Source: an optimization exercise on an open RTL-to-GDS flow (aim: small area and a short achievable clock period). Production flows keep margins and buffers that such runs may drop. Where RTL was checked, it was by simulation tests only, not by an equivalence proof against the original. Power is estimated from default activity; no workload was simulated.

## 11-13
==> flow/design.v (excerpt) <==
module ava_core (
    input  wire        clk,
    input  wire        rst,           
    input  wire [15:0] prog_len,      
    output wire [15:0] prog_addr,     
    input  wire [7:0]  prog_data,     
    output reg  [31:0] stk_w_data,
    output reg         stk_w_valid,
    input  wire        stk_w_ready,
    input  wire [31:0] stk_r_data,
    input  wire        stk_r_valid,
    output reg         stk_r_ready,
    output reg  [7:0]  out_data,
    output reg         out_valid,
    input  wire        out_ready,
    output wire        halt,
    output wire        fault,
    output wire [2:0]  cause,
    output wire        push_lost,
    output wire        out_lost
);
For scale: about 1500 cells after synthesis, ~130 I/O pins.
==> flow/config.mk <==
export PLATFORM = sky130hd
export DESIGN_NAME = ava_core
export DESIGN_NICKNAME = ava_core
export VERILOG_FILES = /design/flow/design.v
export SDC_FILE = /design/flow/constraint.sdc
export NUM_CORES = 4
export LEC_CHECK = 0
export CAP_MARGIN = 20
export CORE_MARGIN = 2
export CORE_UTILIZATION = 55
export SETUP_SLACK_MARGIN = 4.7
export SLEW_MARGIN = 20
==> flow/constraint.sdc <==
create_clock -name core_clock -period 10.0 [get_ports {clk}]
set_input_delay 2.0000 -clock core_clock [delete_from_list [all_inputs] [get_ports {clk}]]
set_output_delay 2.0000 -clock core_clock [all_outputs]
set_load 0.01 [all_outputs]
standard.sh (not shown) runs the stock make flow with config.mk's settings and CLKGATE_MAP_FILE= SYNTH_SCRIPT=/design/flow/synth_recipe.tcl, a recipe that flattens the netlist after the stock synthesis.
==> flow/flow/run.sh <==
#!/bin/bash
# The standard layout, with plain buffers (not delay cells) on the ports.
set -euo pipefail
export BUFFER_PORTS_ARGS="-buffer_cell sky130_fd_sc_hd__buf_2"
bash standard.sh finish > standard_flow.log 2>&1
Here is what was changed in the inputs of 11-14 compared with 11-13.
-- flow/design.v --
<<< 11-13, line 52
    reg         op_mul;
    reg  [15:0] opb;
    reg  [31:8] csx, csy;  
    reg  [7:0]  lo_sum;    
    reg         lo_cy;     
    reg  [2:0]  cause_r;
    reg         push_lost_r;
>>> 11-14, line 52
    reg         op_mul;
    reg  [15:0] opb;
    reg  [31:0] csx, csy;  
    reg  [2:0]  cause_r;
    reg         push_lost_r;
<<< 11-13, line 403
    assign cs_x[31] = 1'b1;
    assign cs_y[31] = 1'b0;
    wire [31:0] cs_p = cs_x ^ cs_y;
    wire [31:0] cs_g = cs_x & cs_y;
    reg  [8:0]  lo_c;
    integer li;
    always @(*) begin
        lo_c[0] = 1'b0;
        for (li = 0; li < 8; li = li + 1)
            lo_c[li + 1] = cs_g[li] | (cs_p[li] & lo_c[li]);
    end
    reg  [23:0] ks_p, ks_g;
    reg  [31:0] alu_result;
    integer ki;
    always @(*) begin
        ks_p = csx;
        ks_g = csy;
        ks_g[0] = csy[8] | (csx[8] & lo_cy);
        for (ki = 1; ki < 24; ki = ki * 2) begin
            ks_g = ks_g | (ks_p & (ks_g << ki));
            ks_p = ks_p & ((ks_p << ki) | ((24'd1 << ki) - 24'd1));
        end
        alu_result = {csx ^ {ks_g[22:0], lo_cy}, lo_sum};
    end
    reg [31:0] slot_rd;
>>> 11-14, line 401
    assign cs_x[31] = 1'b1;
    assign cs_y[31] = 1'b0;
    reg  [31:0] ks_p, ks_g, alu_result;
    integer ki;
    always @(*) begin
        ks_p = csx;
        ks_g = csy;
        for (ki = 1; ki < 32; ki = ki * 2) begin
            ks_g = ks_g | (ks_p & (ks_g << ki));
            ks_p = ks_p & ((ks_p << ki) | ((32'd1 << ki) - 32'd1));
        end
        alu_result = csx ^ {ks_g[30:0], 1'b0};
    end
    reg [31:0] slot_rd;
<<< 11-13, line 448
    wire at_end = ({pc[15:1], pc[0] | s_init} == prog_len);
    always @(posedge clk) begin
        csx <= cs_p[31:8];
        csy <= cs_g[31:8];
        lo_sum <= cs_p[7:0] ^ lo_c[7:0];
        lo_cy <= lo_c[8];
        fb1[7:2] <= fb[7:2];
        if (!(s_letw || s_pv2))
>>> 11-14, line 435
    wire at_end = ({pc[15:1], pc[0] | s_init} == prog_len);
    always @(posedge clk) begin
        csx <= cs_x ^ cs_y;
        csy <= cs_x & cs_y;
        fb1[7:2] <= fb[7:2];
        if (!(s_letw || s_pv2))
--- outcome ---
- The synthesized netlist net count of 11-14 exceeds that of 11-13 by about 3.2%.
- 11-14 against 11-13: number of logic inverters in the finished layout fell 7, register-to-register setup slack rose 0.09 ns, worst reg2reg path depth rose 1, initial detailed-routing violation count rose 372.
Function not checked in 11-13: the RTL went through the layout flow alone.

---

ava_core, a different RTL version from the one above (not shown whole).
Size in the first run: about 240 flip-flops, ~130 I/O pins, ~16,000 sq um of cells after synthesis.
Settings: LEC_CHECK=0, ABC_CLOCK_PERIOD_IN_PS=4500, CAP_MARGIN=20, CORE_MARGIN=2, CORE_UTILIZATION=55, SETUP_SLACK_MARGIN=5, SLEW_MARGIN=20; clock period 10.0 ns.
run.sh (not shown) runs the stock make flow with config.mk's settings and CLKGATE_MAP_FILE= SYNTH_SCRIPT=/design/flow/synth_recipe.tcl, a recipe that flattens the netlist after the stock synthesis.
Stock flow here: none of the scripts above is used.
Rerun with:
--- a/flow/design.v
+++ b/flow/design.v
@@ -394,19 +394,29 @@
     assign cs_y[27] = k26_89;
     assign cs_x[28] = s28_91;
     assign cs_y[28] = k27_90;
     assign cs_x[29] = h29_19;
     assign cs_y[29] = k28_91;
     assign cs_x[30] = ~pp7[16];
     assign cs_y[30] = g29_19;
     assign cs_x[31] = 1'b1;
     assign cs_y[31] = 1'b0;
-    wire [31:0] alu_result = csx + csy;
+    reg  [31:0] ks_p, ks_g, alu_result;
+    integer ki;
+    always @(*) begin
+        ks_p = csx;
+        ks_g = csy;
+        for (ki = 1; ki < 32; ki = ki * 2) begin
+            ks_g = ks_g | (ks_p & (ks_g << ki));
+            ks_p = ks_p & ((ks_p << ki) | ((32'd1 << ki) - 32'd1));
+        end
+        alu_result = csx ^ {ks_g[30:0], 1'b0};
+    end
     reg [31:0] slot_rd;
     always @(*) begin
         case (fb1[1:0])
             2'd0: slot_rd = slot0;
             2'd1: slot_rd = slot1;
             2'd2: slot_rd = slot2;
             default: slot_rd = slot3;
         endcase
     end
@@ -418,20 +428,20 @@
         if (s_pi2)
             stk_w_data = {16'd0, fb, fb1};
         else if (s_pv3)
             stk_w_data = slot_rd;
         else
             stk_w_data = alu_result;
     end
     wire at_end = ({pc[15:1], pc[0] | s_init} == prog_len);
     always @(posedge clk) begin
-        csx <= cs_x;
-        csy <= cs_y;
+        csx <= cs_x ^ cs_y;
+        csy <= cs_x & cs_y;
         fb1[7:2] <= fb[7:2];
         if (!(s_letw || s_pv2))
             fb1[1:0] <= fb[1:0];
         if (s_alu1)
             opb <= stk_r_data[15:0];
         if (s_dec)
             op_mul <= fb[0];
     end
     always @(posedge clk) begin
Result: Cell count rises slightly. Wire length increases by a few percent. Power shrinks by a few percent. Critical path depth is lower by 3. Clock skew decreases by 0.013 ns. First-iteration DRC count decreases by roughly a tenth. Non-clock buffer count went up by 10. Area after synthesis stays flat. Sequential power goes up by roughly a tenth. Combinational power came out lower by a few percent. Hold slack is about the same.
The RTL of the first run of this note was laid out without a check of its function.

-- re-timing with driven ports --
In the flow no input, the clock included, has a driving cell. The finished layouts below were timed again as built, in two steps.
Step 1: set_driving_cell puts a clkbuf_16 on clk and a buf_2 on each other input, an assumption about the parent block.
Step 2 adds t to the input delays and takes it off the output delays; t is the mean of the earliest and latest rising clock arrival at the registers after step 1. Input paths then give back, and output paths get back, about the clock's delay inside the block.
Three values: no drivers, after step 1, after step 2; two values: the first two.
run | shift t [ns] | slack for setup (ns) | clock arrival spread, ns | worst data-port slew with drivers (ns)
11-13 | 0.591 | 4.339 / 4.296 / 4.296 | 0.017 / 0.017 | 0.07
11-14 | 0.595 | 4.748 / 4.725 / 4.599 | 0.029 / 0.029 | 0.07
the first run of note 2 | 0.611 | 4.531 / 4.474 / 4.528 | 0.034 / 0.033 | 0.09
the second run of note 2 | 0.599 | 4.745 / 4.690 / 4.556 | 0.021 / 0.021 | 0.08
After both steps every run listed still meets setup and hold. The setup slack of the second run of note 2, which loses most, moves by -0.055 ns with the drivers and by -0.189 ns with both steps.
